Source: an optimization exercise on an open RTL-to-GDS flow (aim: small area, a short achievable clock period and few clock cycles per item). Production flows keep margins and buffers that such runs may drop. Where RTL was checked, it was by simulation tests only, not by an equivalence proof against the original.

==> run a: inputs <==
Design pfor_select, start of the top module:
module pfor_select (
    input  wire        clk,
    input  wire        rst,           
    input  wire        in_valid,
    output wire        in_ready,
    input  wire [31:0] in_data,
    input  wire        in_delta,      
    input  wire        in_restart,    
    output wire        out_valid,
    input  wire        out_ready,
    output wire [5:0]  out_b,
    output wire [7:0]  out_cexcept,
    output wire [5:0]  out_maxb
);
==> flow/config.mk <==
export PLATFORM = sky130hd
export DESIGN_NAME = pfor_select
export DESIGN_NICKNAME = pfor_select
export VERILOG_FILES = /design/flow/design.v
export SDC_FILE = /design/flow/constraint.sdc
export NUM_CORES = 4
export LEC_CHECK = 0
export CAP_MARGIN = 20
export CORE_MARGIN = 2
export CORE_UTILIZATION = 40
export PLACE_DENSITY = 0.6
export SLEW_MARGIN = 20
# Optimisation targets for the layout tools (the SDC and clock are unchanged)
export SETUP_SLACK_MARGIN = 8.0
export BUFFER_PORTS_ARGS = -buffer_cell sky130_fd_sc_hd__buf_2
==> flow/constraint.sdc <==
create_clock -name core_clock -period 11.0 [get_ports {clk}]
set_input_delay 2.2000 -clock core_clock [delete_from_list [all_inputs] [get_ports {clk}]]
set_output_delay 2.2000 -clock core_clock [all_outputs]
set_load 0.01 [all_outputs]
standard.sh (not shown) runs the stock make flow with config.mk's settings and CLKGATE_MAP_FILE= SYNTH_SCRIPT=/design/flow/synth_recipe.tcl, a recipe that flattens the netlist after the stock synthesis.
==> flow/flow/run.sh <==
#!/bin/bash
# Own flow: the standard layout (standard.sh, standard synthesis), with
# extra ORFS settings from flow/extra.mk: repair timing towards a tighter
# setup slack target and faster port buffers. The make output goes to
# standard.log; ORFS keeps each tool's log under orfs/logs/.
cat flow/extra.mk >> config.mk
bash standard.sh > standard.log 2>&1
==> flow/flow/extra.mk <==
# Optimisation targets for the layout tools (the SDC and clock are unchanged)
export SETUP_SLACK_MARGIN = 8.0
export BUFFER_PORTS_ARGS = -buffer_cell sky130_fd_sc_hd__buf_2
==> inputs of run b, as changes to run a <==
--- a/flow/design.v
+++ b/flow/design.v
@@ -64,15 +64,13 @@
     wire [31:0] x      = d_r - (use_r ? prev : 32'd0);
     wire [5:0]  width  = hib64({31'd0, x, 1'b0});
     wire        pz_next = v_r ? (~blk_delta & (rs_r | pz)) : pz;
     reg  [6:0]  freq [1:32];   
     wire [32:1] pres;          
     reg         full;          
-    reg         scanning;      
-    reg         gact;          
-    reg         rel;           
+    reg         scanning;
     reg  [6:0]  fr;            
     reg  [7:0]  dacc;          
     reg  [5:0]  cb;            
     reg         v1;
     reg  [5:0]  kf;            
     reg  [7:0]  dk;            
@@ -103,21 +101,19 @@
         fsel = 7'd0;
         for (j = 1; j <= 32; j = j + 1)
             fsel = fsel | ({7{hot[j]}} & freq[j]);
     end
     wire        any   = |pres;
     wire        start = full & ~scanning & ~outv;
-    wire        step  = start | gact;        
-    wire        relnow = step & any & ~|(pres & above);
+    wire        step  = start | scanning;    
     wire        better = q_r > best_q;
     wire [13:0] bound  = {1'b0, q_r} + {1'b0, b_r, 7'd0};
     wire        prune  = bound <= {1'b0, best_q};
     wire        done_scan = v2 & ((b_r == 6'd0) | prune);
     wire        done_now  = start & ~any;
     wire        done  = done_scan | done_now;
-    wire        gstop = done & ~rel & ~relnow;    
     assign in_ready    = in_rdy;
     assign out_valid   = outv;
     assign out_b       = best_b;
     assign out_cexcept = best_c;
     assign out_maxb    = maxb;
     always @(posedge clk) begin
@@ -137,13 +133,13 @@
             rs_r   <= accept & first & in_restart;
             last_r <= accept & (cnt == 7'd127);
             if (accept)
                 cnt <= cnt + 7'd1;
             if (accept & (cnt == 7'd127))
                 in_rdy <= 1'b0;
-            else if (done | relnow)
+            else if (done)
                 in_rdy <= 1'b1;
         end
     end
     always @(posedge clk) begin
         w_r   <= width;
         rst_r <= rst;
@@ -205,27 +201,20 @@
         end
         if (start)
             maxb <= any ? idx : wl;
         if (rst) begin
             full     <= 1'b0;
             scanning <= 1'b0;
-            gact     <= 1'b0;
-            rel      <= 1'b0;
             v1       <= 1'b0;
             vk       <= 1'b0;
             v2       <= 1'b0;
             outv     <= 1'b0;
             done_r   <= 1'b0;
         end else begin
-            done_r  <= gstop;
-            v1      <= step & (start | scanning) & ~done;
-            rel     <= relnow | (rel & ~start);
-            if (start)
-                gact <= any;
-            else if ((step & (idx == 6'd0)) | gstop)
-                gact <= 1'b0;
+            done_r  <= done;
+            v1      <= step & ~done;
             vk      <= v1 & ~done;
             v2      <= vk & ~done;
             if (outv & out_ready)
                 outv <= 1'b0;
             if (v_w & last_w)
                 full <= 1'b1;
==> flow/flow/extra.mk (replaced) <==
# Optimisation targets for the layout tools (the SDC and clock are unchanged)
export SETUP_SLACK_MARGIN = 7.6
export BUFFER_PORTS_ARGS = -buffer_cell sky130_fd_sc_hd__buf_2
- SETUP_SLACK_MARGIN: 8.0 -> 7.6
==> results.json <==
{
  "clock_latency_ps": 600,
  "synthSimpleGateAreaFrac_pct": 21.1,
  "grt.total_usage_pct": 20.9,
  "antenna_found_initial": 0,
  "nFillCells": 4919,
  "nets": 2801,
  "most-common-layout-cells": "dfxtp_1 (342), ha_1 (263), and2_1 (246), nand2_1 (155), nor2_1 (147)",
  "path_delay_family": "compound AO/OA/AOI/OAI gates",
  "rr_worst_depth": 14,
  "period_needed_ps": 3590,
  "outcome": "finished clean",
  "seq_cells": 427
}
# the run above: run a

==> results.json <==
{
  "outcome": "finished clean",
  "most-common-layout-cells": "dfxtp_1 (358), and2_1 (268), ha_1 (267), nand2_1 (150), nor2_1 (142)",
  "synthSimpleGateAreaFrac_pct": 20.4,
  "nFillCells": 4978,
  "period_needed_ps": 3480,
  "grt.total_usage_pct": 19.3,
  "rr_worst_depth": 12,
  "path_delay_family": "flip-flops",
  "antenna_found_initial": 2,
  "nets": 2670
}
# the run above: run b

Testbench counts of run b, summed over its fixed seeds: cycles 71,595, items 512.
Function not checked in run a: the RTL went through the layout flow alone.

[separate check: timing with driven ports]
No port has a modelled driver above. Below, the same layouts with a new extraction and two added sets of constraints. Step 1 sets driving cells, clkbuf_16 on the clock port and buf_2 on the other inputs (assumed; they add their load-dependent delay and slew). Step 2, shift: input delay + t, output delay - t, t = (earliest + latest rising clock arrival at the registers) / 2. This alone moves slack from input paths to output paths. a / b / c = no drivers / after step 1 / after step 2; a / b = the first two.
run | t, ns | setup slack, ns | hold WS [ns] | slew at the worst register clock pin (ns)
run a | 0.652 | 7.406 / 7.406 / 7.406 | 0.324 / 0.324 / 0.324 | 0.07 / 0.07
run b | 0.650 | 7.519 / 7.457 / 7.576 | 0.325 / 0.325 / 0.325 | 0.07 / 0.07
After both steps every run listed still meets setup and hold.
